Source: an optimization exercise on an open RTL-to-GDS flow (aim: small area, a short achievable clock period and few clock cycles). Production flows keep margins and buffers that such runs may drop.
RTL that was checked went through simulation tests only; none was proved equivalent to the original.
Function not checked in run 1: the RTL went through the layout flow alone.

<file path="design/flow/run.sh">
#!/bin/bash
# synth_recipe.tcl (not shown) runs the flow's synth.tcl, then flattens the netlist and writes it again
# the make line also repeats each setting of config.mk as NAME=value (left out here)
make -C /OpenROAD-flow-scripts/flow DESIGN_CONFIG=/design/flow/config.mk WORK_HOME=/design/flow/orfs CLKGATE_MAP_FILE= SYNTH_SCRIPT=/design/flow/synth_recipe.tcl finish
</file>
<file path="design/flow/config.mk">
export PLATFORM = sky130hd
export DESIGN_NAME = pzip_decompressor
export DESIGN_NICKNAME = pzip_decompressor
export VERILOG_FILES = /design/flow/design.v
export SDC_FILE = /design/flow/constraint.sdc
export NUM_CORES = 4
export LEC_CHECK = 0
export ABC_AREA = 1
export CAP_MARGIN = 70
export CORE_MARGIN = 2
export CORE_UTILIZATION = 40
export SLEW_MARGIN = 70
</file>
<file path="design/flow/constraint.sdc">
create_clock -name core_clock -period 15.0 [get_ports {clk}]
set_input_delay 3.0000 -clock core_clock [delete_from_list [all_inputs] [get_ports {clk}]]
set_output_delay 3.0000 -clock core_clock [all_outputs]
set_load 0.01 [all_outputs]
</file>
<file path="design/flow/design.v">
module pzip_decompressor (
    input  wire       clk,
    input  wire       rst,
    input  wire       in_valid,
    output wire       in_ready,
    input  wire [7:0] in_data,
    input  wire       in_last,
    output wire       out_valid,
    input  wire       out_ready,
    output wire [7:0] out_data,
    output reg        done,
    output reg        err
);
    localparam HAS   = 0,    
               TBYTE = 1,    
               TAG   = 2,    
               RLE_C = 3,    
               RLE_B = 4,    
               RLE   = 5,    
               RAW   = 6,    
               D_S0  = 7,    
               D_LO  = 8,    
               D_HI  = 9,    
               CODE  = 10,   
               HOLD  = 11,   
               FIN   = 12,   
               DRAIN = 13;   
    reg  [13:0] st;
    reg  [23:0] bbuf;
    reg  [4:0]  bcnt;
    reg         last_seen;
    reg  [3:0]  idx;
    reg  [3:0]  tlen;
    reg  [3:0]  nshift;           
    reg  [7:0]  trail [0:14];
    reg  [7:0]  run_cnt;
    reg  [2:0]  dbits;
    reg  [7:0]  s [0:8];           
    reg  [35:0] bcd;               
    reg  [7:0]  sq [0:8];
    reg  [35:0] bcdq;
    reg         q_busy;
    reg  [3:0]  qidx;
    reg         zbad;              
    reg         err_r;
    reg  [7:0]  o0, o1;
    reg  [1:0]  ocnt;
    wire [15:0] win = bbuf[23:8];
    function [3:0] add3;
        input [3:0] d;
        begin
            add3[3] = d[3] | (d[2] & (d[1] | d[0]));
            add3[2] = (d[3] & d[0]) | (d[2] & ~d[1] & ~d[0]);
            add3[1] = (~d[3] & ~d[2] & d[1]) | (d[2] & d[1] & d[0]) | (d[3] & ~d[0]);
            add3[0] = (~d[3] & ~d[2] & d[0]) | (d[2] & d[1] & ~d[0]) | (d[3] & ~d[0]);
        end
    endfunction
    function [35:0] dabble8;
        input [35:0] b;
        input [7:0]  x;
        integer k, j;
        reg [35:0] t;
        begin
            t = b;
            for (k = 7; k >= 0; k = k - 1) begin
                for (j = 0; j < 9; j = j + 1)
                    t[4*j +: 4] = add3(t[4*j +: 4]);
                t = {t[34:0], x[k]};
            end
            dabble8 = t;
        end
    endfunction
    reg any_zero;
    integer z;
    always @(*) begin
        any_zero = 1'b0;
        for (z = 0; z < 9; z = z + 1)
            if (bcdq[4*z +: 4] == 4'd0) any_zero = 1'b1;
    end
    wire [3:0] digit = bcdq[qidx*4 +: 4];
    reg  [7:0] perm_byte;
    always @(*) begin
        case (digit)
            4'd1: perm_byte = sq[0];
            4'd2: perm_byte = sq[1];
            4'd3: perm_byte = sq[2];
            4'd4: perm_byte = sq[3];
            4'd5: perm_byte = sq[4];
            4'd6: perm_byte = sq[5];
            4'd7: perm_byte = sq[6];
            4'd8: perm_byte = sq[7];
            default: perm_byte = sq[8];
        endcase
    end
    reg [3:0] d0, d1, d2, d3;
    always @(*) begin
        case (dbits)
            3'd1: begin d0 = {3'b0, win[15]};    d1 = {3'b0, win[14]};
                        d2 = {3'b0, win[13]};    d3 = {3'b0, win[12]}; end
            3'd2: begin d0 = {2'b0, win[15:14]}; d1 = {2'b0, win[13:12]};
                        d2 = {2'b0, win[11:10]}; d3 = {2'b0, win[9:8]}; end
            3'd3: begin d0 = {1'b0, win[15:13]}; d1 = {1'b0, win[12:10]};
                        d2 = {1'b0, win[9:7]};   d3 = {1'b0, win[6:4]}; end
            3'd4: begin d0 = win[15:12]; d1 = win[11:8];
                        d2 = win[7:4];   d3 = win[3:0]; end
            default: begin d0 = 4'd0; d1 = 4'd0; d2 = 4'd0; d3 = 4'd0; end
        endcase
    end
    wire [7:0] prev = st[D_LO] ? s[0] : s[4];
    wire [4:0] p2   = d0 + d1;
    wire [5:0] p3   = p2 + d2;
    wire [5:0] p4   = p2 + (d2 + d3);
    wire [8:0] sum1 = prev + d0;
    wire [8:0] sum2 = prev + p2;
    wire [8:0] sum3 = prev + p3;
    wire [8:0] sum4 = prev + p4;
    wire ge3  = (bcnt >= 5'd3);
    wire ge4  = (bcnt >= 5'd4);
    wire ge5  = (bcnt >= 5'd5);
    wire ge8  = (bcnt >= 5'd8);
    wire ge11 = (bcnt >= 5'd11);
    wire ge12 = (bcnt >= 5'd12);
    wire ge16 = bcnt[4];
    wire le16 = !(bcnt[4] && (bcnt[3:0] != 4'd0));
    reg  ged;                      
    always @(*) begin
        case (dbits)
            3'd1:    ged = ge4;
            3'd2:    ged = ge8;
            3'd3:    ged = ge12;
            3'd4:    ged = ge16;
            default: ged = 1'b1;
        endcase
    end
    wire [2:0] tag  = win[15:13];
    wire       ld   = !ocnt[1];    
    reg  rle_last;                 
    reg  q_last;                   
    wire idx8       = (idx == 4'd8);
    wire q_ld    = ld && q_busy;               
    wire q_end   = q_ld && q_last;
    wire q_free  = !q_busy || q_end;
    wire handoff = st[HOLD] && q_free;
    wire pe      = ld && !q_busy;              
    wire fin_ld  = pe && st[FIN] && (nshift == 4'd15);
    wire oload   = q_ld || (pe && (st[RLE] || (st[RAW] && ge8))) || fin_ld;
    wire rec_end = (pe && st[RLE] && rle_last) || handoff;
    wire tag_go  = (st[TAG] || rec_end) && ge3;
    wire tag_wide = tag_go && ge11 && (tag != 3'd1) && (tag != 3'd7);
    wire rd8     = (st[TBYTE] || st[RLE_C] || st[RLE_B] || st[D_S0] || st[CODE]) && ge8;
    wire rd_has  = st[HAS] && ge5;
    wire rd_d    = (st[D_LO] || st[D_HI]) && ged;
    wire u1  = rd_has && !win[15];
    wire u3  = tag_go && !tag_wide;
    wire u4  = rd_d && (dbits == 3'd1);
    wire u5  = rd_has && win[15];
    wire u8  = rd8 || (st[RAW] && ge8 && pe) || (rd_d && dbits == 3'd2);
    wire u11 = tag_wide;
    wire u12 = rd_d && (dbits == 3'd3);
    wire u16 = rd_d && (dbits == 3'd4);
    wire starved = last_seen &&
        ((st[HAS] && !ge5) || (st[TAG] && !ge3) ||
         ((st[TBYTE] || st[RLE_C] || st[RLE_B] || st[RAW] || st[D_S0] || st[CODE]) && !ge8) ||
         ((st[D_LO] || st[D_HI]) && !ged));
    assign in_ready = !last_seen && le16;
    wire   accept   = in_valid && in_ready;
    wire [4:0] cnt_k = u1 ? bcnt - 5'd1 : u3 ? bcnt - 5'd3 : u4 ? bcnt - 5'd4 :
                       u5 ? bcnt - 5'd5 : u8 ? bcnt - 5'd8 : u11 ? bcnt - 5'd11 :
                       u12 ? bcnt - 5'd12 : u16 ? bcnt - 5'd16 : bcnt;
    wire [4:0] cnt_a = u1 ? bcnt + 5'd7 : u3 ? bcnt + 5'd5 : u4 ? bcnt + 5'd4 :
                       u5 ? bcnt + 5'd3 : u8 ? bcnt : u11 ? bcnt - 5'd3 :
                       u12 ? bcnt - 5'd4 : u16 ? bcnt - 5'd8 : bcnt + 5'd8;
    wire [23:0] inserted = bbuf | ({in_data, 16'h0000} >> bcnt);
    wire [23:0] pre      = accept ? inserted : bbuf;
    wire [23:0] shifted  = u1 ? pre << 1 : u3 ? pre << 3 : u4 ? pre << 4 :
                           u5 ? pre << 5 : u8 ? pre << 8 : u11 ? pre << 11 :
                           u12 ? pre << 12 : u16 ? pre << 16 : pre;
    wire tr_pad   = !st[HAS] && !st[TBYTE] && (nshift != 4'd15);
    wire tr_wr    = st[TBYTE] && ge8;
    wire tr_shift = tr_wr || tr_pad || fin_ld;
    integer i;
    always @(posedge clk) begin
        if (tr_shift) begin
            for (i = 0; i < 14; i = i + 1) trail[i] <= trail[i+1];
            trail[14] <= win[15:8];
        end
    end
    wire [7:0] src_data = q_busy ? perm_byte : st[RLE] ? s[0] :
                          st[RAW] ? win[15:8] : trail[0];
    wire opop = (ocnt != 2'd0) && out_ready;
    assign out_valid = (ocnt != 2'd0);
    assign out_data  = o0;
    always @(posedge clk) begin
        if (oload && (ocnt == 2'd0 || (ocnt == 2'd1 && opop)))
            o0 <= src_data;
        else if (opop)
            o0 <= o1;
        if (oload) o1 <= src_data;
    end
    wire [3:0] qidx_n    = handoff ? 4'd0 : q_ld ? qidx + 4'd1 : qidx;
    wire [7:0] run_cnt_n = (tag_go && tag == 3'd0) ? win[12:5] :
                           st[RLE_C] ? win[15:8] :
                           (st[RLE] && pe) ? run_cnt - 8'd1 : run_cnt;
    always @(posedge clk) begin
        zbad <= any_zero;
        if (handoff) begin
            sq[0] <= s[0]; sq[1] <= s[1]; sq[2] <= s[2];
            sq[3] <= s[3]; sq[4] <= s[4]; sq[5] <= s[5];
            sq[6] <= s[6]; sq[7] <= s[7]; sq[8] <= s[8];
            bcdq  <= bcd;
        end
        qidx     <= qidx_n;
        q_last   <= (qidx_n == 4'd8);
        run_cnt  <= run_cnt_n;
        rle_last <= (run_cnt_n == 8'd1);
        if (tag_go) dbits <= tag - 3'd2;
        if (tag_go) s[0] <= win[12:5];
        else if (st[RLE_B] || st[D_S0]) s[0] <= win[15:8];
        if (st[D_LO]) begin
            s[1] <= sum1[7:0]; s[2] <= sum2[7:0];
            s[3] <= sum3[7:0]; s[4] <= sum4[7:0];
        end
        if (st[D_HI]) begin
            s[5] <= sum1[7:0]; s[6] <= sum2[7:0];
            s[7] <= sum3[7:0]; s[8] <= sum4[7:0];
        end
        if (st[D_HI]) bcd <= 36'd0;
        else if (st[CODE] && ge8) bcd <= dabble8(bcd, win[15:8]);
    end
    wire out_empty = (ocnt == 2'd0) || (ocnt == 2'd1 && out_ready);
    wire fin_ok    = last_seen && out_empty && !q_busy && !handoff;
    reg [13:0] nst;
    reg        to_done, to_drain, set_err;
    always @(*) begin
        nst      = st;
        to_done  = 1'b0;
        to_drain = 1'b0;
        set_err  = 1'b0;
        if (tag_go) begin
            nst = 14'd0;
            case (tag)
                3'd7: begin
                    if (tlen != 4'd0) nst[FIN] = 1'b1;
                    else to_drain = 1'b1;
                end
                3'd0: nst[ge11 ? RLE_B : RLE_C] = 1'b1;
                3'd1: nst[RAW] = 1'b1;
                default: nst[ge11 ? D_LO : D_S0] = 1'b1;
            endcase
        end else if (starved) begin
            set_err  = 1'b1;
            to_drain = 1'b1;
        end else begin
            if (st[HAS] && ge5) begin
                nst[HAS] = 1'b0;
                if (win[15] && win[14:11] != 4'd0) nst[TBYTE] = 1'b1;
                else nst[TAG] = 1'b1;
            end
            if (st[TBYTE] && ge8 && (idx + 4'd1 == tlen)) begin
                nst[TBYTE] = 1'b0; nst[TAG] = 1'b1;
            end
            if (st[RLE_C] && ge8) begin
                nst[RLE_C] = 1'b0; nst[RLE_B] = 1'b1;
            end
            if (st[RLE_B] && ge8) begin
                nst[RLE_B] = 1'b0;
                if (run_cnt == 8'd0) nst[TAG] = 1'b1;
                else nst[RLE] = 1'b1;
            end
            if (st[RLE] && pe && rle_last) begin
                nst[RLE] = 1'b0; nst[TAG] = 1'b1;
            end
            if (st[RAW] && ge8 && pe && idx8) begin
                nst[RAW] = 1'b0; nst[TAG] = 1'b1;
            end
            if (st[D_S0] && ge8) begin
                nst[D_S0] = 1'b0; nst[D_LO] = 1'b1;
            end
            if (st[D_LO] && ged) begin
                nst[D_LO] = 1'b0; nst[D_HI] = 1'b1;
                if (sum4[8]) begin set_err = 1'b1; to_drain = 1'b1; end
            end
            if (st[D_HI] && ged) begin
                nst[D_HI] = 1'b0; nst[CODE] = 1'b1;
                if (sum4[8]) begin set_err = 1'b1; to_drain = 1'b1; end
            end
            if (st[CODE] && ge8 && idx[1:0] == 2'd3) begin
                nst[CODE] = 1'b0; nst[HOLD] = 1'b1;
            end
            if (handoff) begin
                nst[HOLD] = 1'b0; nst[TAG] = 1'b1;
            end
            if (fin_ld && tlen == 4'd1) to_drain = 1'b1;
            if (st[DRAIN] && (fin_ok || (accept && in_last && out_empty && !q_busy)))
                to_done = 1'b1;
        end
        if (q_end && zbad) begin set_err = 1'b1; to_drain = 1'b1; to_done = 1'b0; end
        if (to_drain) begin nst = 14'd0; nst[DRAIN] = 1'b1; end
        if (to_done)  begin nst = 14'd0; nst[HAS]   = 1'b1; end
    end
    always @(posedge clk) begin
        if (rst) begin
            st        <= 14'd1;
            bbuf      <= 24'd0;
            bcnt      <= 5'd0;
            last_seen <= 1'b0;
            idx       <= 4'd0;
            tlen      <= 4'd0;
            nshift    <= 4'd0;
            err_r     <= 1'b0;
            done      <= 1'b0;
            err       <= 1'b0;
            ocnt      <= 2'd0;
            q_busy    <= 1'b0;
        end else begin
            if (handoff) q_busy <= 1'b1;
            else if (q_end) q_busy <= 1'b0;
            st   <= nst;
            done <= to_done;
            ocnt <= ocnt + {1'b0, oload} - {1'b0, opop};
            if (st[DRAIN]) begin
                bbuf <= 24'd0;
                bcnt <= 5'd0;
            end else begin
                bbuf <= shifted;
                bcnt <= accept ? cnt_a : cnt_k;
            end
            if (to_done) begin
                err       <= err_r;
                err_r     <= 1'b0;
                last_seen <= 1'b0;
                nshift    <= 4'd0;
            end else begin
                if (set_err) err_r <= 1'b1;
                if (accept && in_last) last_seen <= 1'b1;
                if (tr_wr || tr_pad) nshift <= nshift + 4'd1;
            end
            if (tag_go || (st[HAS] && ge5) || (st[D_HI] && ged) ||
                (st[CODE] && ge8 && idx[1:0] == 2'd3))
                idx <= 4'd0;
            else if ((st[TBYTE] && ge8) || (st[RAW] && ge8 && pe) ||
                     (st[CODE] && ge8))
                idx <= idx + 4'd1;
            if (st[HAS] && ge5) tlen <= win[15] ? win[14:11] : 4'd0;
            else if (fin_ld) tlen <= tlen - 4'd1;
        end
    end
endmodule
</file>
==> impl_metrics.toml, run 1 <==
[place]
place_hpwl_um = 51400
gp_congestion = 0.954
port_buffers = 24

[synthesis]
synth_ff_type = "edfxtp_1"
synth.avg_cell_area_um2 = 7.70
synth_cell_types = 67
synthTopCellsByCount = "nand2_1 (908), nand3_1 (370), inv_1 (321)"
async_reset_ff_frac = 0
ys_ff_latch = 432
synth_edf_count = 319
yosys.area.top_type = "edfxtp_1"
yosysMostFrequentCell = "nand2_1"
yosysWarnings = 4
yosysSeqAreaShare = 0.436
syn_inst = 3531
synth_fp_nets = 3607
synth_area_leaders = "edfxtp_1 (35%), nand2_1 (13%), dfxtp_1 (8.3%)"
yosysTopAreaCellShare = 0.352
synthesis.area_mm2 = 0.0272

[timing]
fin_setup_tns_ps = 0
hold_viol = 0
finClkSkew_ps = 36.0
post-route-min-period_ps = 5700
worst_slew_pin_slew_ps = 445
rsz0062_at_grt = "false"
slew_headroom = 0.703
setup_viol = 0
max_freq_ghz = 0.175
period_share = 0.380
drv_slew = 0
fin_hold_ws_ps = 410

[cts]
clock_latency_ps = 600
cts_setup_buffers = 0
root_buffer = "clkbuf_16"
cts_tree = "built"
hold_buffers = 0
clk_path_buf_depth = 3
htreeDepth = 2
numCtsBuffers = 48
clkSinkCount = 432
path_clk_slew_ps = 60
ctsResizeCount = 0

[global_routing]
grt_overflow = 0
grt_pass1_vias = 21600
track_usage = 0.200
grt_antenna_before_repair = 0
grt_max_degree = 56
grt_pass1_wl_um = 114000

[routing]
drt.antenna.violating_nets = 0
vias = 23600
drc = 0
drt_iter0_markers = 2027
vias_per_cell = 5.29
drt_wl_total_um = 70800
first_pass_iters = 6
routedWlPerCell_um = 15.9

[setup_path]
worstSetupStartpointType = "register"
critPathLaunch = "bcnt[0]"
cp_max_fo = 13
worst_setup_path_end_kind = "output port"
path_class = "reg -> out"
slowest_stage = "clkdlybuf4s50_1"
critical_path.cell_chain = "inv_1 > ha_1 > a21oi_1 > nor2_1 > clkdlybuf4s50_1"
critPathMaxStageDelay_ps = 600
crit_arrival_ps = 2700
crit_required_ps = 12000
path_buf_inv = 2
crit_family = "buffers and inverters"
timing.rr.start = "dbits[2]"

[final_layout]
nets = 3632
num_antenna_cells = 0
fill_cells = 6578
area_growth_pct = 11.8
drive_gt1_frac = 0.150

[floorplanning]
die_height_um = 265
pin_count = 25
std_cell_rows = 95
die-width_um = 265
start_util = 0.404
die-area_mm2 = 0.0701
core_mm2 = 0.0673

[status]
outcome = "complete, no violations"

[worst_hold_path]
hold_path_class = "reg -> reg"
min_from = "trail[10][1]"

[job]
drv_cap = 0
[path summary, 6_finish.rpt]
| check | to | slack (ps) | depth (start not counted) |
|---|---|---|---|
| worst max-delay path | in_ready | 9300 | 5 |
| worst min-delay path | trail[9][1] | 410 | 0 |
| worst max register to register | st[1] | 9890 | 24 |
| worst min register to register | trail[9][1] | 410 | 0 |
[cell usage in the layout, fill, tap and decap left out, types with 47 or more instances in the layout]
| master | synthesis | layout |
|---|---|---|
| nand2_1 | 908 | 906 |
| nand4_1 | 49 | 49 |
| dfxtp_1 | 113 | 103 |
| nand2_2 | 107 | 108 |
| inv_2 | 101 | 115 |
| a21oi_1 | 184 | 180 |
| clkbuf_16 | 0 | 49 |
| nand3_1 | 370 | 366 |
| o21ai_0 | 220 | 207 |
| edfxtp_1 | 319 | 319 |
| inv_1 | 321 | 303 |
| nor2_2 | 64 | 70 |
| ha_1 | 47 | 47 |
| nor2_1 | 258 | 249 |
[cells by family after synthesis]
| group | synth area share |
|---|---|
| buf+inv | 0.0734 |
| compound gates | 0.131 |
| xor+xnor | 0.0145 |
| simple gates | 0.312 |
| mux | 0.000368 |
| fa+ha+maj | 0.0334 |
| flops | 0.436 |
[flip-flops by register name, summed over array words and instances (netlist names), 2 cells and up]
register / flops
sq: 72
nshift: 4
dbits: 3
trail: 120
s: 72
run_cnt: 8
bcd: 36
ocnt: 2
idx: 4
st: 14
bcdq: 36
tlen: 4
o0: 8
bbuf: 24
o1: 8
bcnt: 5
qidx: 4
[final cells by class]
class | instances | area (µm²) | share of cell area
flip-flops and latches | 432 | 11900 | 0.390
clock buffers | 66 | 1340 | 0.0441
inverters | 432 | 1640 | 0.0539
multi-input cells | 2578 | 13600 | 0.447
repair buffers | 64 | 646 | 0.0212
clock inverters | 23 | 226 | 0.00745
well taps | 873 | 1090 | 0.0359
[layer usage]
layer  track usage  routed length [µm]
met1         0.281               33100
met2         0.320               31500
met3        0.0264                4210
met4        0.0629                2000
met5             0                   0
[through the flow]
step	util	instance area, µm²	std cells	worst slack (ps)
floorplan	-	27200	3531	7710
global route	0.452	30400	4468	9230
detailed placement	0.427	28700	4378	9290
CTS	0.450	30300	4467	9300
finish	0.452	30400	4468	9300
global placement	0.422	28400	4367	9040
==> inputs of run 2 (changes only) <==
--- a/design/flow/design.v
+++ b/design/flow/design.v
@@ -45,2 +45,4 @@
     reg         err_r;
+    reg         ovf;               
+    reg         in_rdy;
     reg  [7:0]  o0, o1;
@@ -123,3 +125,2 @@
     wire ge16 = bcnt[4];
-    wire le16 = !(bcnt[4] && (bcnt[3:0] != 4'd0));
     reg  ged;                      
@@ -164,3 +165,3 @@
          ((st[D_LO] || st[D_HI]) && !ged));
-    assign in_ready = !last_seen && le16;
+    assign in_ready = in_rdy;
     wire   accept   = in_valid && in_ready;
@@ -172,2 +173,8 @@
                        u12 ? bcnt - 5'd4 : u16 ? bcnt - 5'd8 : bcnt + 5'd8;
+    wire le_k = u1 ? (bcnt <= 5'd17) : u3 ? (bcnt <= 5'd19) : u4 ? (bcnt <= 5'd20) :
+                u5 ? (bcnt <= 5'd21) : u8 ? (bcnt <= 5'd24) : (u11 || u12 || u16) ? 1'b1 :
+                (bcnt <= 5'd16);
+    wire le_a = u1 ? (bcnt <= 5'd9) : u3 ? (bcnt <= 5'd11) : u4 ? (bcnt <= 5'd12) :
+                u5 ? (bcnt <= 5'd13) : u8 ? (bcnt <= 5'd16) : u11 ? (bcnt <= 5'd19) :
+                u12 ? (bcnt <= 5'd20) : u16 ? 1'b1 : (bcnt <= 5'd8);
     wire [23:0] inserted = bbuf | ({in_data, 16'h0000} >> bcnt);
@@ -280,3 +287,2 @@
                 nst[D_LO] = 1'b0; nst[D_HI] = 1'b1;
-                if (sum4[8]) begin set_err = 1'b1; to_drain = 1'b1; end
             end
@@ -284,3 +290,2 @@
                 nst[D_HI] = 1'b0; nst[CODE] = 1'b1;
-                if (sum4[8]) begin set_err = 1'b1; to_drain = 1'b1; end
             end
@@ -297,2 +302,3 @@
         if (q_end && zbad) begin set_err = 1'b1; to_drain = 1'b1; to_done = 1'b0; end
+        if (ovf) begin set_err = 1'b1; to_drain = 1'b1; to_done = 1'b0; end
         if (to_drain) begin nst = 14'd0; nst[DRAIN] = 1'b1; end
@@ -306,2 +312,4 @@
             last_seen <= 1'b0;
+            in_rdy    <= 1'b1;
+            ovf       <= 1'b0;
             idx       <= 4'd0;
@@ -327,2 +335,9 @@
             end
+            ovf <= (st[D_LO] || st[D_HI]) && ged && sum4[8] && !ovf;
+            if (to_done)
+                in_rdy <= 1'b1;
+            else if (last_seen || (accept && in_last))
+                in_rdy <= 1'b0;
+            else
+                in_rdy <= st[DRAIN] || (accept ? le_a : le_k);
             if (to_done) begin
--- a/design/flow/config.mk
+++ b/design/flow/config.mk
@@ -8,5 +8,5 @@
 export ABC_AREA = 1
-export CAP_MARGIN = 70
+export CAP_MARGIN = 55
 export CORE_MARGIN = 2
 export CORE_UTILIZATION = 40
-export SLEW_MARGIN = 70
+export SLEW_MARGIN = 55
==> impl_metrics.toml, run 2 <==
[status]
outcome = "complete, no violations"

[cts]
numCtsBuffers = 47
clock_latency_ps = 590
cts_tree = "built"
clk_path_buf_depth = 3
cts_setup_buffers = 0
htreeDepth = 2
clkSinkCount = 434
root_buffer = "clkbuf_16"
ctsResizeCount = 0
hold_buffers = 0
path_clk_slew_ps = 60

[routing]
drt_iter0_markers = 2151
first_pass_iters = 6
vias_per_cell = 5.29
drt_wl_total_um = 71600
drc = 0
routedWlPerCell_um = 15.9
drt.antenna.violating_nets = 0
vias = 23800

[synthesis]
yosysMostFrequentCell = "nand2_1"
async_reset_ff_frac = 0
yosys.area.top_type = "edfxtp_1"
synth_ff_type = "edfxtp_1"
syn_inst = 3572
synth_cell_types = 68
yosysWarnings = 4
yosysSeqAreaShare = 0.433
yosysTopAreaCellShare = 0.349
ys_ff_latch = 434
synthTopCellsByCount = "nand2_1 (908), nand3_1 (346), inv_1 (345)"
synth.avg_cell_area_um2 = 7.68
synth_edf_count = 319
synth_fp_nets = 3651
synth_area_leaders = "edfxtp_1 (35%), nand2_1 (12%), dfxtp_1 (8.4%)"
synthesis.area_mm2 = 0.0274

[final_layout]
top_regs = "trail x120, s x72, sq x72"
layout_common_cells = "nand2_1 (906), nand3_1 (345), inv_1 (341)"
drive_gt1_frac = 0.131
final_util = 0.441
final_common_cell = "nand2_1"
area_growth_pct = 9.76
fill_cells = 6853
final_cell_area_mm2 = 0.0301
regMostFlops = "trail"
nets = 3662
largest_reg_flops = 120

[timing]
rsz0062_at_grt = "false"
finClkSkew_ps = 26.1
period_share = 0.384
hold_viol = 0
max_freq_ghz = 0.174
fin_setup_tns_ps = 0
post-route-min-period_ps = 5750
setup_viol = 0
slew_headroom = 0.562
drv_slew = 0
setup_slack_ps = 9250
worst_slew_pin_slew_ps = 652

[setup_path]
ff2ff_path_depth = 19
crit_arrival_ps = 6210
critPathLaunch = "in_valid"
critPathCapture = "st[10]"
crit_required_ps = 15450
worst_setup_path_end_kind = "register"
timing.rr.start = "st[5]"
ff2ff_setup_slack_ps = 9860
path_class = "in -> reg"
cp_max_fo = 12
timing.rr.end = "bcnt[4]"
worstSetupStartpointType = "primary input"

[place]
port_buffers = 24
gp_congestion = 0.942
place_hpwl_um = 51600
pre_cts_ws_ps = 8780
post_dp_cell_area_mm2 = 0.0287

[floorplanning]
pin_count = 25
core_mm2 = 0.0682
die-width_um = 266
start_util = 0.402
die_height_um = 266
die-area_mm2 = 0.0707
std_cell_rows = 96

[global_routing]
grt_pass1_vias = 21300
track_usage = 0.200
grt_antenna_before_repair = 2
grt_overflow = 0
grt_max_degree = 86
grt_pass1_wl_um = 114000

[job]
drv_cap = 0

[worst_hold_path]
hold_path_class = "reg -> reg"
## run 2: changes by cell type after synthesis, moves of 7 or more
cell / before / now
a22oi_1: 7 / 0
clkbuf_1: 74 / 67
inv_1: 321 / 345
inv_2: 101 / 109
nand3_1: 370 / 346
nand3_2: 16 / 24
nor2_1: 258 / 275
nor3_1: 28 / 20
o211ai_1: 26 / 38
o21ai_0: 220 / 237
o221ai_1: 11 / 29
xor2_1: 38 / 30
## run 2: critical path, stage by stage
cell and delay [ps]:
clkdlybuf4s50_1 460, nand2_1 250, inv_1 430, nand2_1 230, nand2_1 110, inv_1 50
a2111o_1 280, nor4_1 340, nor2_1 150, inv_1 240, nor2_1 180, inv_1 190
nor2_1 110, o211ai_1 110, inv_1 60
## run 2: kinds of logic after synthesis
kind of cell | count (synthesis) | synth area share
simple gates | 1829 | 0.301
mux | 3 | 0.00109
fa+ha+maj | 66 | 0.0345
flops | 434 | 0.433
compound gates | 647 | 0.141
xor+xnor | 41 | 0.0131
buf+inv | 552 | 0.0771
## run 2: through the flow
step / hold slack, ps / instances
2_1_floorplan: 400 / 3572
3_3_place_gp: 400 / 4414
3_5_place_dp: 405 / 4415
4_1_cts: 414 / 4501
5_1_grt: 421 / 4502
6_report: 410 / 4503
## run 2: how the worst min path moves through the flow
| stage | to | cells after the start | slack (ps) | startpoint |
|---|---|---|---|---|
| after detailed placement | sq[1][5] | 0 | 400 | s[1][5] |
| after CTS | trail[13][2] | 0 | 410 | trail[14][2] |
| after floorplan | sq[1][0] | 0 | 400 | s[1][0] |
| after global placement | trail[7][3] | 0 | 400 | trail[8][3] |
| after global routing | sq[7][6] | 0 | 420 | s[7][6] |
| final | trail[3][6] | 0 | 410 | trail[4][6] |
## run 2: cell type report
type                       instances  area, µm²  share of cell area
multi-input combinational       2586      13500               0.449
sequential                       434      11900               0.395
inverter                         465       1750              0.0582
clock buffer                      64       1260              0.0418
tap                              882       1100              0.0366
timing repair buffer              49        452              0.0150
clock inverter                    22        139             0.00461
antenna                            1       2.50           0.0000831
## run 2: metal layers
metal  wire [µm]  track usage  up-vias
li1            -            -    12100
met4        1970       0.0647        2
met1       34300        0.286    10900
met2       31500        0.315      647
met3        3690       0.0223      145
met5          10            0        -
Testbench counts of run 2, summed over its fixed seeds: cycles 45,229.
==> inputs of run 3 (changes only) <==
--- a/design/flow/config.mk
+++ b/design/flow/config.mk
@@ -8,5 +8,5 @@
 export ABC_AREA = 1
-export CAP_MARGIN = 55
+export CAP_MARGIN = 70
 export CORE_MARGIN = 2
 export CORE_UTILIZATION = 40
-export SLEW_MARGIN = 55
+export SLEW_MARGIN = 70
==> impl_metrics.toml, run 3 <==
[routing]
drt.antenna.violating_nets = 0
drc = 0
vias_per_cell = 5.29
drt_iter0_markers = 1988
drt_wl_total_um = 71600
vias = 23800
routedWlPerCell_um = 15.9
first_pass_iters = 6

[cts]
path_clk_slew_ps = 60
htreeDepth = 2
cts_tree = "built"
cts_setup_buffers = 0
ctsResizeCount = 0
root_buffer = "clkbuf_16"
hold_buffers = 0
clk_path_buf_depth = 3
numCtsBuffers = 45
clock_latency_ps = 600
clkSinkCount = 434

[synthesis]
synth_area_leaders = "edfxtp_1 (35%), nand2_1 (12%), dfxtp_1 (8.4%)"
synth_compound_area_frac = 0.141
synthMuxAreaShare = 0.00109
yosysMostFrequentCell = "nand2_1"
yosys.area_share.adder = 0.0345
yosys.area.top_type = "edfxtp_1"
synth_ff_type = "edfxtp_1"
synth_edf_count = 319
synthesis.area_mm2 = 0.0274
synthTopCellsByCount = "nand2_1 (908), nand3_1 (346), inv_1 (345)"
synthXorXnorAreaFrac = 0.0131
yosys.area_share.simple = 0.301
ys_ff_latch = 434
synth_cell_types = 68
synth_fp_nets = 3651
syn_inst = 3572
async_reset_ff_frac = 0
yosysSeqAreaShare = 0.433
yosysWarnings = 4
synth_top_family_by_area = "simple AND/OR/NAND/NOR gates"
synth.avg_cell_area_um2 = 7.68
yosysTopAreaCellShare = 0.349

[floorplanning]
die_height_um = 266
std_cell_rows = 96
start_util = 0.402
die-area_mm2 = 0.0707
core_mm2 = 0.0682
die-width_um = 266
pin_count = 25

[setup_path]
slowest_stage = "clkdlybuf4s50_1"
worst_setup_path_end_kind = "register"
worst_path_most_repeated_cell = "inv_1"
crit_required_ps = 15470
crit_arrival_ps = 5850
critPathMaxStageDelay_ps = 470
path_class = "in -> reg"
worstSetupStartpointType = "primary input"
cp_max_fo = 12
critical_path.cell_chain = "clkdlybuf4s50_1 > nand2_2 > inv_2 > nand2_1 > nand2_1 > inv_1 > a2111o_1 > nor4_1 > nor2_1 > inv_1 > nor2_2 > inv_1 > nor2_1 > o211ai_1 > inv_1"

[final_layout]
area_growth_pct = 11.3
largest_reg_flops = 120
nets = 3669
top_regs = "trail x120, s x72, sq x72"
num_antenna_cells = 0
fill_cells = 6787
final_util = 0.448
final_cell_area_mm2 = 0.0305
final_common_cell = "nand2_1"
multiInputGateArea_mm2 = 0.0137
layout_common_cells = "nand2_1 (904), nand3_1 (343), inv_1 (328)"
drive_gt1_frac = 0.145
regMostFlops = "trail"
final_cells = 4507
regArea_mm2 = 0.0119

[place]
port_buffers = 24
place_hpwl_um = 52100
placedCellCount = 4424
post_dp_cell_area_mm2 = 0.0290
gp_congestion = 0.942

[timing]
worst_slew_pin_slew_ps = 455
setup_viol = 0
period_share = 0.359
max_freq_ghz = 0.186
finClkSkew_ps = 38.6
drv_slew = 0
fin_setup_tns_ps = 0
slew_headroom = 0.693
hold_viol = 0
rsz0062_at_grt = "false"
post-route-min-period_ps = 5390

[global_routing]
track_usage = 0.201
grt_pass1_vias = 21700
grt_antenna_before_repair = 0
grt_overflow = 0
grt_max_degree = 50
grt_pass1_wl_um = 115000

[job]
drv_cap = 0

[status]
outcome = "complete, no violations"

[worst_hold_path]
hold_path_class = "reg -> reg"
run 3: area by class of cell:
class | count | area share
repair buffers | 58 | 0.0189
clock buffers | 56 | 0.0389
well taps | 882 | 0.0361
inverters | 465 | 0.0578
flip-flops and latches | 434 | 0.390
clock inverters | 26 | 0.0102
multi-input cells | 2586 | 0.449
run 3: path summary, 6_finish.rpt:
kind,from,endpoint,slack [ps],cells after the start
setup / recovery,in_valid,st[5],9610,15
hold reg to reg,trail[14][2],trail[13][2],390,0
setup reg to reg,dbits[1],ovf,10410,19
hold / removal,trail[14][2],trail[13][2],390,0
run 3: cells by family after synthesis:
kind of cell / after synthesis
AOI/OAI and AO/OA: 647
xor gates and xnor gates: 41
adders and majority gates: 66
buffers and inverters: 552
DFF: 434
muxes: 3
and+or+nand+nor: 1829
run 3: per-layer routing:
layer / vias to the layer above / GRT usage / wire length, µm
li1: 12100 / - / -
met1: 10900 / 0.283 / 34200
met2: 694 / 0.315 / 31300
met3: 141 / 0.0323 / 4030
met4: 0 / 0.0647 / 2090
met5: - / 0 / 0
run 3: worst max-delay path: cells and delay by family:
kind            cells  cell delay [ps]
simple gates        7             1180
compound gates      2              390
buf+inv             6             1260
run 3: stage by stage:
step,worst slack [ps],hold WS (ps)
floorplan,7750,400
global placement,8870,400
detailed placement,8780,405
CTS,9390,403
global route,9330,419
finish,9610,390
==> inputs of run 4 (changes only) <==
--- a/design/flow/design.v
+++ b/design/flow/design.v
@@ -30,3 +30,6 @@
     reg  [4:0]  bcnt;
-    reg         last_seen;
+    reg         last_seen;         
+    reg         last_in;           
+    reg  [7:0]  ib;                
+    reg         ib_v, ib_last;
     reg  [3:0]  idx;
@@ -46,3 +49,3 @@
     reg         ovf;               
-    reg         in_rdy;
+    reg         room;              
     reg  [7:0]  o0, o1;
@@ -165,3 +168,4 @@
          ((st[D_LO] || st[D_HI]) && !ged));
-    assign in_ready = in_rdy;
+    wire   move     = ib_v && (room || st[DRAIN]);
+    assign in_ready = !last_in && (!ib_v || room || st[DRAIN]);
     wire   accept   = in_valid && in_ready;
@@ -179,4 +183,4 @@
                 u12 ? (bcnt <= 5'd20) : u16 ? 1'b1 : (bcnt <= 5'd8);
-    wire [23:0] inserted = bbuf | ({in_data, 16'h0000} >> bcnt);
-    wire [23:0] pre      = accept ? inserted : bbuf;
+    wire [23:0] inserted = bbuf | ({ib, 16'h0000} >> bcnt);
+    wire [23:0] pre      = move ? inserted : bbuf;
     wire [23:0] shifted  = u1 ? pre << 1 : u3 ? pre << 3 : u4 ? pre << 4 :
@@ -298,3 +302,3 @@
             if (fin_ld && tlen == 4'd1) to_drain = 1'b1;
-            if (st[DRAIN] && (fin_ok || (accept && in_last && out_empty && !q_busy)))
+            if (st[DRAIN] && (fin_ok || (move && ib_last && out_empty && !q_busy)))
                 to_done = 1'b1;
@@ -312,3 +316,5 @@
             last_seen <= 1'b0;
-            in_rdy    <= 1'b1;
+            last_in   <= 1'b0;
+            ib_v      <= 1'b0;
+            room      <= 1'b1;
             ovf       <= 1'b0;
@@ -333,11 +339,12 @@
                 bbuf <= shifted;
-                bcnt <= accept ? cnt_a : cnt_k;
+                bcnt <= move ? cnt_a : cnt_k;
             end
             ovf <= (st[D_LO] || st[D_HI]) && ged && sum4[8] && !ovf;
-            if (to_done)
-                in_rdy <= 1'b1;
-            else if (last_seen || (accept && in_last))
-                in_rdy <= 1'b0;
-            else
-                in_rdy <= st[DRAIN] || (accept ? le_a : le_k);
+            room <= to_done || st[DRAIN] || (move ? le_a : le_k);
+            if (accept) begin
+                ib      <= in_data;
+                ib_last <= in_last;
+                ib_v    <= 1'b1;
+            end else if (move)
+                ib_v    <= 1'b0;
             if (to_done) begin
@@ -346,2 +353,3 @@
                 last_seen <= 1'b0;
+                last_in   <= 1'b0;
                 nshift    <= 4'd0;
@@ -349,3 +357,4 @@
                 if (set_err) err_r <= 1'b1;
-                if (accept && in_last) last_seen <= 1'b1;
+                if (move && ib_last) last_seen <= 1'b1;
+                if (accept && in_last) last_in <= 1'b1;
                 if (tr_wr || tr_pad) nshift <= nshift + 4'd1;
==> impl_metrics.toml, run 4 <==
[floorplanning]
die-width_um = 266
start_util = 0.403
die-area_mm2 = 0.0710
pin_count = 25
die_height_um = 266
core_mm2 = 0.0683
std_cell_rows = 96

[setup_path]
crit_required_ps = 12000
worst_setup_path_end_kind = "output port"
crit_arrival_ps = 2120
worstSetupStartpointType = "register"
ff2ff_setup_slack_ps = 10050
slowest_stage = "clkdlybuf4s50_1"
timing.rr.end = "ovf"
timing.rr.start = "dbits[2]"
ff2ff_path_depth = 22
path_class = "reg -> out"
critPathLaunch = "st[13]"
crit_cells = 3
cp_max_fo = 4
critPathCapture = "in_ready"
crit_family = "buffers and inverters"
path_buf_inv = 1
critPathMaxStageDelay_ps = 620
critical_path.cell_chain = "nor2_1 > a21oi_2 > clkdlybuf4s50_1"

[global_routing]
track_usage = 0.200
grt_max_degree = 57
grt_pass1_vias = 21500
grt_overflow = 0
grt_antenna_before_repair = 3
grt_pass1_wl_um = 115000

[final_layout]
regMostFlops = "trail"
area_growth_pct = 12.1
final_util = 0.452
largest_reg_flops = 120
final_common_cell = "nand2_1"
fill_cells = 6685
final_cells = 4502
top_regs = "trail x120, s x72, sq x72"
drive_gt1_frac = 0.145
nets = 3659
final_cell_area_mm2 = 0.0309
layout_common_cells = "nand2_1 (886), nand3_1 (344), edfxtp_1 (328)"

[timing]
setup_viol = 0
post-route-min-period_ps = 5120
setup_slack_ps = 9880
fin_setup_tns_ps = 0
worst_slew_pin_slew_ps = 468
fin_hold_ws_ps = 410
period_share = 0.342
finClkSkew_ps = 32.5
drv_slew = 0
slew_headroom = 0.685
rsz0062_at_grt = "false"
hold_viol = 0
max_freq_ghz = 0.195

[routing]
vias = 24000
routedWlPerCell_um = 16.1
vias_per_cell = 5.33
drt.antenna.violating_nets = 0
drt_iter0_markers = 2141
drt_wl_total_um = 72300
drc = 0
first_pass_iters = 6

[synthesis]
syn_inst = 3557
synth.avg_cell_area_um2 = 7.74
synth_cell_types = 63
synthTopCellsByCount = "nand2_1 (888), nand3_1 (347), inv_1 (335)"
yosysSeqAreaShare = 0.443
yosysWarnings = 4
ys_ff_latch = 445
yosysMostFrequentCell = "nand2_1"
synthesis.area_mm2 = 0.0275
async_reset_ff_frac = 0
synth_area_leaders = "edfxtp_1 (36%), nand2_1 (12%), dfxtp_1 (8.5%)"
yosysTopAreaCellShare = 0.358
synth_edf_count = 328
yosys.area.top_type = "edfxtp_1"
synth_fp_nets = 3635
synth_ff_type = "edfxtp_1"

[cts]
hold_buffers = 0
clock_latency_ps = 600
clk_path_buf_depth = 3
path_clk_slew_ps = 70
root_buffer = "clkbuf_16"
numCtsBuffers = 47
htreeDepth = 2
cts_setup_buffers = 0
cts_tree = "built"
ctsResizeCount = 0
clkSinkCount = 445

[place]
gp_congestion = 0.981
place_hpwl_um = 53300
post_dp_cell_area_mm2 = 0.0292
port_buffers = 24
pre_cts_ws_ps = 9670
placedCellCount = 4413

[job]
drv_cap = 0

[status]
outcome = "complete, no violations"

[worst_hold_path]
hold_path_class = "reg -> reg"
## run 4: final cells by class
cell class                      count  area [µm²]  area share
Antenna cell                        1        2.50   0.0000811
Clock buffer                       51        1200      0.0389
Clock inverter                     36         410      0.0133
Inverter                          458        1730      0.0561
Multi-Input combinational cell   2563       13500       0.438
Sequential cell                   445       12200       0.395
Tap cell                          882        1100      0.0358
Timing Repair Buffer               66         678      0.0220
## run 4: logic make-up (layout without fill, tap and decap cells)
family,Yosys count,in the layout,share of synthesized area
buffers and inverters,549,611,0.0758
xor gates and xnor gates,46,46,0.0146
and+or+nand+nor,1819,1819,0.295
AOI/OAI and AO/OA,628,628,0.136
muxes,5,5,0.00182
other,0,1,0
DFF,445,445,0.443
adders and majority gates,65,65,0.0339
## run 4: worst min-delay path by stage
stage | slack [ps] | start | endpoint | cells past startpoint
3_5_place_dp | 400 | s[1][6] | sq[1][6] | 0
5_1_grt | 410 | trail[7][7] | trail[6][7] | 0
4_1_cts | 410 | trail[7][7] | trail[6][7] | 0
3_3_place_gp | 400 | s[3][7] | sq[3][7] | 0
2_1_floorplan | 400 | s[1][0] | sq[1][0] | 0
6_report | 410 | trail[14][0] | trail[13][0] | 0
## run 4: layer usage
metal / vias to the layer above / wire (µm) / track usage
met1: 10900 / 33300 / 0.279
met2: 752 / 31400 / 0.308
met5: - / 28 / 0
met4: 4 / 2500 / 0.0705
li1: 12100 / - / -
met3: 170 / 5020 / 0.0422
Testbench counts of run 4, summed over its fixed seeds: cycles 45,549.
==> inputs of run 5 (changes only) <==
--- a/design/flow/config.mk
+++ b/design/flow/config.mk
@@ -8,5 +8,5 @@
 export ABC_AREA = 1
-export CAP_MARGIN = 70
+export CAP_MARGIN = 78
 export CORE_MARGIN = 2
 export CORE_UTILIZATION = 40
-export SLEW_MARGIN = 70
+export SLEW_MARGIN = 78
==> impl_metrics.toml, run 5 <==
[synthesis]
ys_ff_latch = 445
async_reset_ff_frac = 0
synth_cell_types = 63
synthesis.area_mm2 = 0.0275
synth.avg_cell_area_um2 = 7.74
synth_edf_count = 328
synthTopCellsByCount = "nand2_1 (888), nand3_1 (347), inv_1 (335)"
syn_inst = 3557
yosysWarnings = 4
yosysMostFrequentCell = "nand2_1"
yosysSeqAreaShare = 0.443
yosys.area.top_type = "edfxtp_1"
synth_fp_nets = 3635
synth_area_leaders = "edfxtp_1 (36%), nand2_1 (12%), dfxtp_1 (8.5%)"
synth_ff_type = "edfxtp_1"
yosysTopAreaCellShare = 0.358

[routing]
first_pass_iters = 5
vias = 23900
drt.antenna.violating_nets = 0
drt_wl_total_um = 72100
vias_per_cell = 5.30
drc = 0
drt_iter0_markers = 2185
routedWlPerCell_um = 16.0

[setup_path]
critical_path.cell_chain = "nor2_1 > a21oi_4 > clkdlybuf4s50_1"
crit_family = "buffers and inverters"
crit_cells = 3
crit_arrival_ps = 1970
crit_required_ps = 12000
critPathMaxStageDelay_ps = 590
path_class = "reg -> out"
critPathLaunch = "st[13]"
worst_setup_path_end_kind = "output port"
cp_max_fo = 4
timing.rr.start = "dbits[2]"
slowest_stage = "clkdlybuf4s50_1"
worstSetupStartpointType = "register"
timing.rr.end = "ovf"
critPathCapture = "in_ready"
ff2ff_setup_slack_ps = 10410
path_buf_inv = 1
ff2ff_path_depth = 22

[global_routing]
grt_pass1_wl_um = 115000
grt_overflow = 0
track_usage = 0.200
grt_pass1_vias = 21600
grt_max_degree = 35
grt_antenna_before_repair = 2

[floorplanning]
die-width_um = 266
die_height_um = 266
start_util = 0.403
die-area_mm2 = 0.0710
pin_count = 25
core_mm2 = 0.0683
std_cell_rows = 96

[final_layout]
regMostFlops = "trail"
drive_gt1_frac = 0.170
area_growth_pct = 14.7
final_cells = 4516
final_util = 0.462
fill_cells = 6565
top_regs = "trail x120, s x72, sq x72"
nets = 3673
final_common_cell = "nand2_1"
layout_common_cells = "nand2_1 (881), nand3_1 (344), edfxtp_1 (328)"
largest_reg_flops = 120

[timing]
max_freq_ghz = 0.201
worst_slew_pin_slew_ps = 346
post-route-min-period_ps = 4970
slew_headroom = 0.769
hold_viol = 0
drv_slew = 0
setup_slack_ps = 10030
finClkSkew_ps = 32.3
setup_viol = 0
fin_setup_tns_ps = 0
rsz0062_at_grt = "false"
period_share = 0.331

[cts]
cts_tree = "built"
numCtsBuffers = 46
root_buffer = "clkbuf_16"
cts_setup_buffers = 0
ctsResizeCount = 0
clock_latency_ps = 600
hold_buffers = 0
clkSinkCount = 445
htreeDepth = 2
clk_path_buf_depth = 3
path_clk_slew_ps = 60

[place]
pre_cts_ws_ps = 9710
placedCellCount = 4429
gp_congestion = 0.981
port_buffers = 24
place_hpwl_um = 53700

[status]
outcome = "complete, no violations"

[job]
drv_cap = 0

[worst_hold_path]
hold_path_class = "reg -> reg"
-- run 5: worst min-delay path by stage --
stage                      from          end  slack (ps)  depth (start not counted)
CTS                 trail[9][3]  trail[8][3]         420                          0
global route            s[5][0]     sq[5][0]         420                          0
finish              trail[7][7]  trail[6][7]         410                          0
global placement        s[3][7]     sq[3][7]         400                          0
floorplan               s[1][0]     sq[1][0]         400                          0
detailed placement      s[1][6]     sq[1][6]         400                          0
-- run 5: logic make-up after synthesis --
group | after synthesis | synth area share
AOI/OAI and AO/OA | 628 | 0.136
muxes | 5 | 0.00182
buffers and inverters | 549 | 0.0758
DFF | 445 | 0.443
adders and majority gates | 65 | 0.0339
xor gates and xnor gates | 46 | 0.0146
and+or+nand+nor | 1819 | 0.295
-- run 5: cell type report --
cell class / instances / area [µm²] / share of cell area
repair buffers: 81 / 821 / 0.0260
multi-input cells: 2563 / 13900 / 0.441
clock inverters: 29 / 433 / 0.0137
flip-flops and latches: 445 / 12200 / 0.388
inverters: 458 / 1770 / 0.0560
well taps: 882 / 1100 / 0.0349
clock buffers: 56 / 1270 / 0.0403
diodes: 2 / 5.00 / 0.000158
-- run 5: metrics by stage --
stage	hold slack, ps	instance area [µm²]
6_report	415	31600
5_1_grt	423	31600
4_1_cts	417	31400
3_5_place_dp	405	29700
3_3_place_gp	400	28800
2_1_floorplan	400	27500
-- run 5: metal layers --
metal	GRT usage	vias up	wire length (µm)
li1	-	12100	-
met1	0.285	11000	34000
met2	0.310	694	31600
met3	0.0323	135	4470
met4	0.0612	0	2040
met5	0	-	0
==> inputs of run 6 (changes only) <==
--- a/design/flow/design.v
+++ b/design/flow/design.v
@@ -26,3 +26,3 @@
                FIN   = 12,   
-               DRAIN = 13;   
+               ENDW  = 13;   
     reg  [13:0] st;
@@ -50,2 +50,4 @@
     reg         room;              
+    reg         endc;              
+    reg         drn;               
     reg  [7:0]  o0, o1;
@@ -168,4 +170,5 @@
          ((st[D_LO] || st[D_HI]) && !ged));
-    wire   move     = ib_v && (room || st[DRAIN]);
-    assign in_ready = !last_in && (!ib_v || room || st[DRAIN]);
+    wire   disc     = endc || drn;
+    wire   move     = ib_v && (room || disc);
+    assign in_ready = !last_in && (!ib_v || room);
     wire   accept   = in_valid && in_ready;
@@ -241,5 +244,4 @@
     wire out_empty = (ocnt == 2'd0) || (ocnt == 2'd1 && out_ready);
-    wire fin_ok    = last_seen && out_empty && !q_busy && !handoff;
     reg [13:0] nst;
-    reg        to_done, to_drain, set_err;
+    reg        to_done, to_drain, set_err, rec_over;
     always @(*) begin
@@ -249,2 +251,3 @@
         set_err  = 1'b0;
+        rec_over = 1'b0;
         if (tag_go) begin
@@ -253,2 +256,3 @@
                 3'd7: begin
+                    rec_over = 1'b1;
                     if (tlen != 4'd0) nst[FIN] = 1'b1;
@@ -262,2 +266,3 @@
             set_err  = 1'b1;
+            rec_over = 1'b1;
             to_drain = 1'b1;
@@ -302,8 +307,14 @@
             if (fin_ld && tlen == 4'd1) to_drain = 1'b1;
-            if (st[DRAIN] && (fin_ok || (move && ib_last && out_empty && !q_busy)))
+            if (st[ENDW] && !disc && out_empty && !q_busy)
                 to_done = 1'b1;
         end
-        if (q_end && zbad) begin set_err = 1'b1; to_drain = 1'b1; to_done = 1'b0; end
-        if (ovf) begin set_err = 1'b1; to_drain = 1'b1; to_done = 1'b0; end
-        if (to_drain) begin nst = 14'd0; nst[DRAIN] = 1'b1; end
+        if ((q_end && zbad) || ovf) begin
+            set_err = 1'b1;
+            to_done = 1'b0;
+            if (!st[FIN] && !st[ENDW]) begin
+                rec_over = 1'b1;
+                to_drain = 1'b1;
+            end
+        end
+        if (to_drain) begin nst = 14'd0; nst[ENDW] = 1'b1; end
         if (to_done)  begin nst = 14'd0; nst[HAS]   = 1'b1; end
@@ -319,2 +330,4 @@
             room      <= 1'b1;
+            endc      <= 1'b0;
+            drn       <= 1'b0;
             ovf       <= 1'b0;
@@ -334,3 +347,3 @@
             ocnt <= ocnt + {1'b0, oload} - {1'b0, opop};
-            if (st[DRAIN]) begin
+            if (disc) begin
                 bbuf <= 24'd0;
@@ -342,3 +355,5 @@
             ovf <= (st[D_LO] || st[D_HI]) && ged && sum4[8] && !ovf;
-            room <= to_done || st[DRAIN] || (move ? le_a : le_k);
+            room <= disc || (move ? le_a : le_k);
+            endc <= rec_over;
+            if (disc) drn <= !(last_seen || (move && ib_last));
             if (accept) begin
@@ -349,2 +364,9 @@
                 ib_v    <= 1'b0;
+            if (disc && (last_seen || (move && ib_last))) begin
+                last_seen <= 1'b0;
+                last_in   <= 1'b0;
+            end else begin
+                if (move && ib_last) last_seen <= 1'b1;
+                if (accept && in_last) last_in <= 1'b1;
+            end
             if (to_done) begin
@@ -352,4 +374,2 @@
                 err_r     <= 1'b0;
-                last_seen <= 1'b0;
-                last_in   <= 1'b0;
                 nshift    <= 4'd0;
@@ -357,4 +377,2 @@
                 if (set_err) err_r <= 1'b1;
-                if (move && ib_last) last_seen <= 1'b1;
-                if (accept && in_last) last_in <= 1'b1;
                 if (tr_wr || tr_pad) nshift <= nshift + 4'd1;
==> impl_metrics.toml, run 6 <==
[timing]
rsz0062_at_grt = "false"
hold_viol = 0
max_freq_ghz = 0.207
fin_setup_tns_ps = 0
period_share = 0.322
drv_slew = 0
worst_slew_pin_slew_ps = 361
finClkSkew_ps = 11.2
setup_viol = 0
post-route-min-period_ps = 4830
slew_headroom = 0.757

[setup_path]
worst_setup_path_end_kind = "output port"
timing.rr.end = "ovf"
critPathMaxStageDelay_ps = 550
critPathCapture = "in_ready"
worst_path_most_repeated_cell = "nor2_1"
worstSetupStartpointType = "register"
path_class = "reg -> out"
critical_path.cell_chain = "nor2_1 > nor2_1 > clkdlybuf4s50_1"
cp_max_fo = 2
crit_arrival_ps = 1830
timing.rr.start = "dbits[2]"
slowest_stage = "clkdlybuf4s50_1"
critPathLaunch = "room"
ff2ff_path_depth = 22
crit_required_ps = 12000
ff2ff_setup_slack_ps = 10470

[synthesis]
synth_fp_nets = 3668
synthesis.area_mm2 = 0.0278
yosysTopAreaCellShare = 0.354
async_reset_ff_frac = 0
synthMuxAreaShare = 0.00108
synthXorXnorAreaFrac = 0.0145
synth_compound_area_frac = 0.136
synth.avg_cell_area_um2 = 7.76
synthTopCellsByCount = "nand2_1 (940), inv_1 (352), nand3_1 (342)"
synth_edf_count = 328
yosysWarnings = 4
syn_inst = 3589
yosys.area_share.simple = 0.299
synth_area_leaders = "edfxtp_1 (35%), nand2_1 (13%), dfxtp_1 (8.6%)"
yosysSeqAreaShare = 0.439
yosys.area.top_type = "edfxtp_1"
synth_ff_type = "edfxtp_1"
synth_top_family_by_area = "simple AND/OR/NAND/NOR gates"
ys_ff_latch = 447
yosysMostFrequentCell = "nand2_1"
yosys.area_share.adder = 0.0340
synth_cell_types = 66

[floorplanning]
start_util = 0.405
die-area_mm2 = 0.0717
pin_count = 25
std_cell_rows = 96
die_height_um = 268
die-width_um = 268
core_mm2 = 0.0687

[place]
gp_congestion = 1.00
place_hpwl_um = 55100
placedCellCount = 4520
port_buffers = 24

[routing]
vias_per_cell = 5.23
first_pass_iters = 6
routedWlPerCell_um = 16.1
drt_wl_total_um = 74400
drt_iter0_markers = 2239
drt.antenna.violating_nets = 0
drc = 0
vias = 24100

[cts]
ctsResizeCount = 0
htreeDepth = 2
root_buffer = "clkbuf_16"
clock_latency_ps = 590
hold_buffers = 0
path_clk_slew_ps = 60
clkSinkCount = 447
cts_tree = "built"
clk_path_buf_depth = 3
numCtsBuffers = 47
cts_setup_buffers = 0

[final_layout]
largest_reg_flops = 120
layout_common_cells = "nand2_1 (932), nand3_1 (340), inv_1 (329)"
drive_gt1_frac = 0.167
num_antenna_cells = 0
nets = 3722
top_regs = "trail x120, s x72, sq x72"
area_growth_pct = 14.8
final_common_cell = "nand2_1"
final_cells = 4612
regMostFlops = "trail"

[worst_hold_path]
hold_path_class = "reg -> reg"

[status]
outcome = "complete, no violations"

[job]
drv_cap = 0

[global_routing]
grt_overflow = 0
grt_antenna_before_repair = 0
track_usage = 0.206
grt_max_degree = 44
grt_pass1_vias = 22000
grt_pass1_wl_um = 118000
run 6: changes by cell type after synthesis, sizes merged, moves of 8 or more:
cell	delta
a21oi	+13
nor3	-11
o21ai	-37
nor2	+8
clkbuf	-17
a221oi	+13
buf	+9
nand2	+59
nand3	-10
o211ai	+8
o221ai	-12
run 6: how the worst min path moves through the flow:
stage                     slack [ps]      endpoint  depth (start not counted)          from
final                            410   trail[0][7]                          0   trail[1][7]
after global routing             420  trail[13][4]                          0  trail[14][4]
after CTS                        420      sq[6][4]                          0       s[6][4]
after detailed placement         400      sq[1][2]                          0       s[1][2]
after global placement           400      sq[6][1]                          0       s[6][1]
after floorplan                  400      sq[1][0]                          0       s[1][0]
run 6: worst max-delay path: cells and delay by family (launching register included):
family	cells	cell delay, ps
AND/OR/NAND/NOR	2	240
flip-flops	1	460
buffers and inverters	1	550
run 6: logic make-up (layout without fill, tap and decap cells):
| logic type | after synthesis | in the layout |
|---|---|---|
| DFF | 447 | 447 |
| and+or+nand+nor | 1861 | 1861 |
| buffers and inverters | 547 | 639 |
| adders and majority gates | 66 | 66 |
| xor gates and xnor gates | 46 | 46 |
| muxes | 3 | 3 |
| AOI/OAI and AO/OA | 619 | 619 |
run 6: per-stage QoR:
step	hold WS, ps	setup slack, ps	util	instance area [µm²]
6_report	411	10170	0.465	32000
4_1_cts	416	10160	0.462	31800
3_3_place_gp	400	9050	0.424	29100
2_1_floorplan	400	9300	-	27800
3_5_place_dp	405	9760	0.439	30200
5_1_grt	422	10090	0.465	32000
run 6: cell type report:
| class | count | area, µm² |
|---|---|---|
| Timing Repair Buffer | 88 | 893 |
| Tap cell | 931 | 1160 |
| Multi-Input combinational cell | 2595 | 14200 |
| Clock buffer | 58 | 1260 |
| Clock inverter | 29 | 358 |
| Fill cell | 6753 | 36700 |
| Inverter | 464 | 1790 |
| Sequential cell | 447 | 12300 |
run 6: routing by layer:
layer | vias to the layer above | wire (µm) | track usage
li1 | 12300 | - | -
met1 | 11000 | 35100 | 0.295
met2 | 700 | 32400 | 0.321
met3 | 155 | 4770 | 0.0290
met4 | 0 | 2240 | 0.0630
met5 | - | 0 | 0
Testbench counts of run 6, summed over its fixed seeds: cycles 45,157.

-- what the ideal ports hide --
The flow's constraints put no driver on any port. The routed layouts listed below were extracted and timed again, unchanged, in two steps. Step 1: set_driving_cell puts a clkbuf_16 on clk and a buf_2 on each other input, an assumption about the parent block. Step 2 moves the port delays by t, midway between the first and last clock arrival at a register: inputs arrive t later, outputs are due t later. That takes back most of the time a late clock gives input paths. Three values: ideal ports, drivers, drivers and shift; two values: the first two.
| run | t (ns) | setup WS [ns] | slew at the worst register clock pin (ns) | pins driven straight from the clock port |
|---|---|---|---|---|
| run 1 | 0.639 | 9.301 / 9.242 / 9.194 | 0.07 / 0.07 | 1 |
| run 2 | 0.633 | 9.246 / 9.285 / 8.651 | 0.06 / 0.06 | 1 |
| run 3 | 0.643 | 9.613 / 9.653 / 9.010 | 0.07 / 0.07 | 1 |
| run 4 | 0.637 | 9.876 / 9.823 / 9.548 | 0.07 / 0.07 | 1 |
| run 5 | 0.637 | 10.028 / 9.974 / 9.752 | 0.07 / 0.07 | 1 |
| run 6 | 0.636 | 10.172 / 10.117 / 9.709 | 0.07 / 0.07 | 1 |
After both steps every run listed still meets setup and hold. For run 3, which loses most, drivers alone change the setup slack by +0.040 ns; drivers and shift together by -0.603 ns.
